This design comes from an exercise in tuning for small area, a short achievable clock period and few clock cycles per item on the open sky130 flow, not from production work. Only simulation tests tie the RTL to the original design; equivalence was not proved.

run A:
==> flow/design.v <==
module aes_sbox_p1 (input wire [7:0] a, output wire [11:0] m);
    function [3:0] gm4; input [3:0] x, y; reg [3:0] r, t; integer i;
        begin r = 4'h0; t = x; for (i = 0; i < 4; i = i + 1) begin if (y[i]) r = r ^ t; t = {t[2:0], 1'b0} ^ (t[3] ? 4'h9 : 4'h0); end gm4 = r; end
    endfunction
    function [3:0] ginv4; input [3:0] d;
        case (d)
            4'h0: ginv4 = 4'h0;
            4'h1: ginv4 = 4'h1;
            4'h2: ginv4 = 4'hc;
            4'h3: ginv4 = 4'h8;
            4'h4: ginv4 = 4'h6;
            4'h5: ginv4 = 4'hf;
            4'h6: ginv4 = 4'h4;
            4'h7: ginv4 = 4'he;
            4'h8: ginv4 = 4'h3;
            4'h9: ginv4 = 4'hd;
            4'ha: ginv4 = 4'hb;
            4'hb: ginv4 = 4'ha;
            4'hc: ginv4 = 4'h2;
            4'hd: ginv4 = 4'h9;
            4'he: ginv4 = 4'h7;
            4'hf: ginv4 = 4'h5;
            default: ginv4 = 4'h0;
        endcase
    endfunction
    wire [7:0] c;
    assign c[0] = a[0] ^ a[1] ^ a[2] ^ a[6] ^ a[7];
    assign c[1] = a[1] ^ a[2] ^ a[5] ^ a[6] ^ a[7];
    assign c[2] = a[2] ^ a[5];
    assign c[3] = a[3];
    assign c[4] = a[4] ^ a[6] ^ a[7];
    assign c[5] = a[2] ^ a[3];
    assign c[6] = a[1] ^ a[2] ^ a[3] ^ a[4] ^ a[5] ^ a[6];
    assign c[7] = a[1] ^ a[4] ^ a[6] ^ a[7];
    wire [3:0] h = c[7:4], l = c[3:0];
    wire [3:0] d = gm4(gm4(h, h), 4'h8) ^ gm4(h, l) ^ gm4(l, l);
    assign m = {h, l, d};
endmodule
module aes_sbox_p2 (input wire [11:0] m, output wire [7:0] y);
    function [3:0] gm4; input [3:0] x, y; reg [3:0] r, t; integer i;
        begin r = 4'h0; t = x; for (i = 0; i < 4; i = i + 1) begin if (y[i]) r = r ^ t; t = {t[2:0], 1'b0} ^ (t[3] ? 4'h9 : 4'h0); end gm4 = r; end
    endfunction
    function [3:0] ginv4; input [3:0] d;
        case (d)
            4'h0: ginv4 = 4'h0;
            4'h1: ginv4 = 4'h1;
            4'h2: ginv4 = 4'hc;
            4'h3: ginv4 = 4'h8;
            4'h4: ginv4 = 4'h6;
            4'h5: ginv4 = 4'hf;
            4'h6: ginv4 = 4'h4;
            4'h7: ginv4 = 4'he;
            4'h8: ginv4 = 4'h3;
            4'h9: ginv4 = 4'hd;
            4'ha: ginv4 = 4'hb;
            4'hb: ginv4 = 4'ha;
            4'hc: ginv4 = 4'h2;
            4'hd: ginv4 = 4'h9;
            4'he: ginv4 = 4'h7;
            4'hf: ginv4 = 4'h5;
            default: ginv4 = 4'h0;
        endcase
    endfunction
    wire [3:0] h = m[11:8], l = m[7:4], di = ginv4(m[3:0]);
    wire [7:0] ci = {gm4(h, di), gm4(h ^ l, di)};
    assign y[0] = ~(ci[0] ^ ci[1] ^ ci[4]);
    assign y[1] = ~(ci[0] ^ ci[2]);
    assign y[2] = ci[0];
    assign y[3] = ci[0] ^ ci[1] ^ ci[4] ^ ci[6];
    assign y[4] = ci[0] ^ ci[3] ^ ci[4];
    assign y[5] = ~(ci[1] ^ ci[3] ^ ci[4]);
    assign y[6] = ~(ci[4] ^ ci[6] ^ ci[7]);
    assign y[7] = ci[2] ^ ci[4] ^ ci[5];
endmodule
module aes256_core (
    input  wire         clk,
    input  wire         rst,         
    input  wire         in_valid,
    output wire         in_ready,
    input  wire [255:0] key,
    input  wire [127:0] block_in,
    output wire         out_valid,
    output wire [127:0] block_out
);
    function [7:0] xtime;
        input [7:0] b;
        xtime = {b[6:0], 1'b0} ^ (b[7] ? 8'h1b : 8'h00);
    endfunction
    function [31:0] mix_column;
        input [31:0] col;
        reg [7:0] a0, a1, a2, a3, t;
        begin
            a0 = col[31:24];
            a1 = col[23:16];
            a2 = col[15:8];
            a3 = col[7:0];
            t  = a0 ^ a1 ^ a2 ^ a3;
            mix_column[31:24] = a0 ^ t ^ xtime(a0 ^ a1);
            mix_column[23:16] = a1 ^ t ^ xtime(a1 ^ a2);
            mix_column[15:8]  = a2 ^ t ^ xtime(a2 ^ a3);
            mix_column[7:0]   = a3 ^ t ^ xtime(a3 ^ a0);
        end
    endfunction
    function [127:0] inv_shift_rows;
        input [127:0] s;
        integer i;
        begin
            for (i = 0; i < 16; i = i + 1)
                inv_shift_rows[127-8*((i % 4) + 4 * (((i / 4) + (i % 4)) % 4)) -: 8] = s[127-8*i -: 8];
        end
    endfunction
    function [127:0] shift_rows;
        input [127:0] s;
        integer i;
        begin
            for (i = 0; i < 16; i = i + 1)
                shift_rows[127-8*i -: 8] = s[127-8*((i % 4) + 4 * (((i / 4) + (i % 4)) % 4)) -: 8];
        end
    endfunction
    function [7:0] rcon_of;
        input [3:0] r;
        case (r)
            4'd1:    rcon_of = 8'h01;
            4'd3:    rcon_of = 8'h02;
            4'd5:    rcon_of = 8'h04;
            4'd7:    rcon_of = 8'h08;
            4'd9:    rcon_of = 8'h10;
            4'd11:   rcon_of = 8'h20;
            4'd13:   rcon_of = 8'h40;
            default: rcon_of = 8'h00;
        endcase
    endfunction
    reg          b1, b2, b3;
    reg  [3:0]   r1, r2, r3;
    reg  [127:0] s1;           
    reg  [191:0] s2;           
    reg  [127:0] s3;           
    reg  [255:0] k1, k2, k3;   
    reg  [47:0]  km2;          
    reg  [31:0]  kt3;          
    reg          l1, l2;       
    reg          load, loadk, rdy, done;
    wire         last2 = (r2 == 4'd14);
    assign in_ready  = rdy;
    assign out_valid = done;
    assign block_out = shift_rows(s3);
    wire [127:0] ark = s1 ^ k1[255:128];
    wire [191:0] s2_d;
    wire [47:0]  km2_d;
    wire [31:0]  sw_in = k1[31:0];
    genvar gi;
    generate
        for (gi = 0; gi < 16; gi = gi + 1) begin : g_sa
            aes_sbox_p1 u_p1 (.a(ark[127-8*gi -: 8]), .m(s2_d[191-12*gi -: 12]));
        end
        for (gi = 0; gi < 4; gi = gi + 1) begin : g_ka
            aes_sbox_p1 u_p1 (.a(sw_in[31-8*gi -: 8]), .m(km2_d[47-12*gi -: 12]));
        end
    endgenerate
    wire [127:0] s3_d;
    wire [31:0]  sw_out;
    generate
        for (gi = 0; gi < 16; gi = gi + 1) begin : g_sb
            aes_sbox_p2 u_p2 (.m(s2[191-12*gi -: 12]), .y(s3_d[127-8*gi -: 8]));
        end
        for (gi = 0; gi < 4; gi = gi + 1) begin : g_kb
            aes_sbox_p2 u_p2 (.m(km2[47-12*gi -: 12]), .y(sw_out[31-8*gi -: 8]));
        end
    endgenerate
    wire [31:0] kt3_d = r2[0] ? {sw_out[23:0], sw_out[31:24]} ^ {rcon_of(r2), 24'h0}
                              : sw_out;
    wire [127:0] s3_k = s3_d ^ (inv_shift_rows(k2[127:0]) & {128{l2}});
    wire [127:0] shifted = shift_rows(s3);
    wire [127:0] mixed;
    generate
        for (gi = 0; gi < 4; gi = gi + 1) begin : g_mix
            assign mixed[127-32*gi -: 32] = mix_column(shifted[127-32*gi -: 32]);
        end
    endgenerate
    wire [31:0] nw0 = k3[255:224] ^ kt3;
    wire [31:0] nw1 = k3[223:192] ^ nw0;
    wire [31:0] nw2 = k3[191:160] ^ nw1;
    wire [31:0] nw3 = k3[159:128] ^ nw2;
    always @(posedge clk) begin
        if (rst) begin
            b1   <= 1'b0;
            b2   <= 1'b0;
            b3   <= 1'b0;
            load  <= 1'b1;
            loadk <= 1'b1;
            rdy   <= 1'b1;
            done <= 1'b0;
        end else begin
            b1   <= load ? in_valid : b3;
            b2   <= b1;
            b3   <= b2;
            load  <= !b2 | last2;
            loadk <= !b2 | l2;
            rdy   <= !b2 | (r2[3:1] == 3'b111);
            done <= b2 & last2;
        end
    end
    always @(posedge clk) begin
        if (load) begin
            r1 <= 4'd1;
            l1 <= 1'b0;
            s1 <= block_in;
        end else begin
            r1 <= r3 + 4'd1;
            l1 <= (r3 == 4'd13);
            s1 <= mixed;
        end
        if (loadk)
            k1 <= key;
        else
            k1 <= {k3[127:0], nw0, nw1, nw2, nw3};
        r2  <= r1;
        l2  <= l1;
        s2  <= s2_d;
        k2  <= k1;
        km2 <= km2_d;
        r3  <= r2;
        s3  <= s3_k;
        k3  <= k2;
        kt3 <= kt3_d;
    end
endmodule
export LEC_CHECK = 0
export ABC_AREA = 1
export CAP_MARGIN = 20
export CELL_PAD_IN_SITES_DETAIL_PLACEMENT = 0
export CELL_PAD_IN_SITES_GLOBAL_PLACEMENT = 1
export CORE_MARGIN = 2
export CORE_UTILIZATION = 70
export PLACE_DENSITY = 0.8
export SETUP_SLACK_MARGIN = 5.0
export SLEW_MARGIN = 20
create_clock -name core_clock -period 8.0 [get_ports {clk}]
run.sh (not shown) runs the stock make flow with config.mk's settings and CLKGATE_MAP_FILE= SYNTH_SCRIPT=/design/flow/synth_recipe.tcl, a recipe that flattens the netlist after the stock synthesis.
Run A | ERROR | 3_1_place_gp_skip_io
Testbench counts of run A, summed over its fixed seeds: cycles 26,904, blocks 1,920.
## Diff of input files: run B against run A
- PLACE_DENSITY now 0.72, was 0.8
- CORE_UTILIZATION now 60, was 70
==> flow/flow/run.sh (new file) <==
#!/bin/bash
# The standard layout flow (standard.sh, ORFS), with the smallest plain
# buffer on the ports in place of ORFS's default port buffer. ORFS writes each
# tool's log under orfs/logs; standard.log holds the whole run's output.
export BUFFER_PORTS_ARGS="-buffer_cell sky130_fd_sc_hd__buf_1"
bash standard.sh finish > standard.log 2>&1
==> flow/standard.sh (new file) <==
#!/bin/bash
# synth_recipe.tcl (not shown) runs the flow's synth.tcl, then flattens the netlist and writes it again
# the make line also repeats each setting of config.mk as NAME=value (left out here)
make -C /OpenROAD-flow-scripts/flow DESIGN_CONFIG=/design/flow/config.mk WORK_HOME=/design/flow/orfs CLKGATE_MAP_FILE= SYNTH_SCRIPT=/design/flow/synth_recipe.tcl "${@:-finish}"
removed: flow/run.sh
Findings:
- Diff run A -> run B | standard-cell row count | up by a little under 10%
- Compared with run A, in run B total nets after synthesis now sits at about the same level; sequential fraction of the synthesis area stayed essentially flat; starting density of the core now sits lower; mux contribution to synthesized area was more or less identical.
- Going from run A to run B, synthesized area comparable; synthesized netlist cell count comparable; height of the die now larger; number of synthesized register bits comparable.
- Run B closes out successfully: all stages finished, all timing, DRC and antenna checks passed.
--- input diff run B..run C ---
- putting CTS_BUF_LIST at sky130_fd_sc_hd__clkbuf_4 sky130_fd_sc_hd__clkbuf_8 where nothing was set
==> flow/run.sh (new file) <==
#!/bin/bash
# synth_recipe.tcl (not shown) runs the flow's synth.tcl, then flattens the netlist and writes it again
# the make line also repeats each setting of config.mk as NAME=value (left out here)
make -C /OpenROAD-flow-scripts/flow DESIGN_CONFIG=/design/flow/config.mk WORK_HOME=/design/flow/orfs CLKGATE_MAP_FILE= SYNTH_SCRIPT=/design/flow/synth_recipe.tcl finish
removed: flow/flow/run.sh
removed: flow/standard.sh
Lower part of the cycle the worst path needs was reported by run B, not run C.
Of the two candidates, run B has the better routed wire length and run C the worse one.
Taking run B as the reference, in run C hold violation total from the final report now sits at about the same level, critical path depth in cells neither gained nor lost much.
For run D, these inputs were changed with respect to run C:
- CTS_BUF_LIST removed (was sky130_fd_sc_hd__clkbuf_4 sky130_fd_sc_hd__clkbuf_8)
--- outcome ---
All of run D and run C finish clean. From run C to run D the numbers moved as follows: via count of the first global-routing pass went down by about 2%; longest individual stage delay on the worst path went down by 0.04 ns. STATUS final worst setup slack: run D wins against run C. In run D, the number of fillers in the final layout came out 49 above the value in run C. Re worst hold slack: run D and run C aren't equal, and the lower value belongs to run C. Run D ended up with a lower final clock period utilization by the worst path than run C did. Of run D and run C, the higher flop-to-flop setup slack belongs to run D. Total wirelength of the detailed-routed design: run D < run C.

## what the ideal ports hide
Ports are ideal in the flow. The routed layouts listed here were re-timed in OpenROAD.
Step 1 sets driving cells, clkbuf_16 on the clock port and buf_2 on the other inputs (assumed; they add their load-dependent delay and slew).
Step 2 adds t to the input delays and takes it off the output delays; t is the mean of the earliest and latest rising clock arrival at the registers after step 1. Input paths then give back, and output paths get back, about the clock's delay inside the block.
Slacks: ideal ports / drivers / drivers and shift; pairs: ideal ports / drivers.
run | t, ns | slack for setup (ns) | clock arrival spread, ns | worst register clock-pin slew, ns
run B | 0.819 | 5.019 / 4.942 / 5.083 | 0.027 / 0.027 | 0.07 / 0.07
run C | 0.978 | 4.893 / 4.813 / 5.080 | 0.077 / 0.077 | 0.08 / 0.08
run D | 0.833 | 5.028 / 4.946 / 5.094 | 0.026 / 0.026 | 0.07 / 0.07
After both steps every run listed still meets setup and hold.
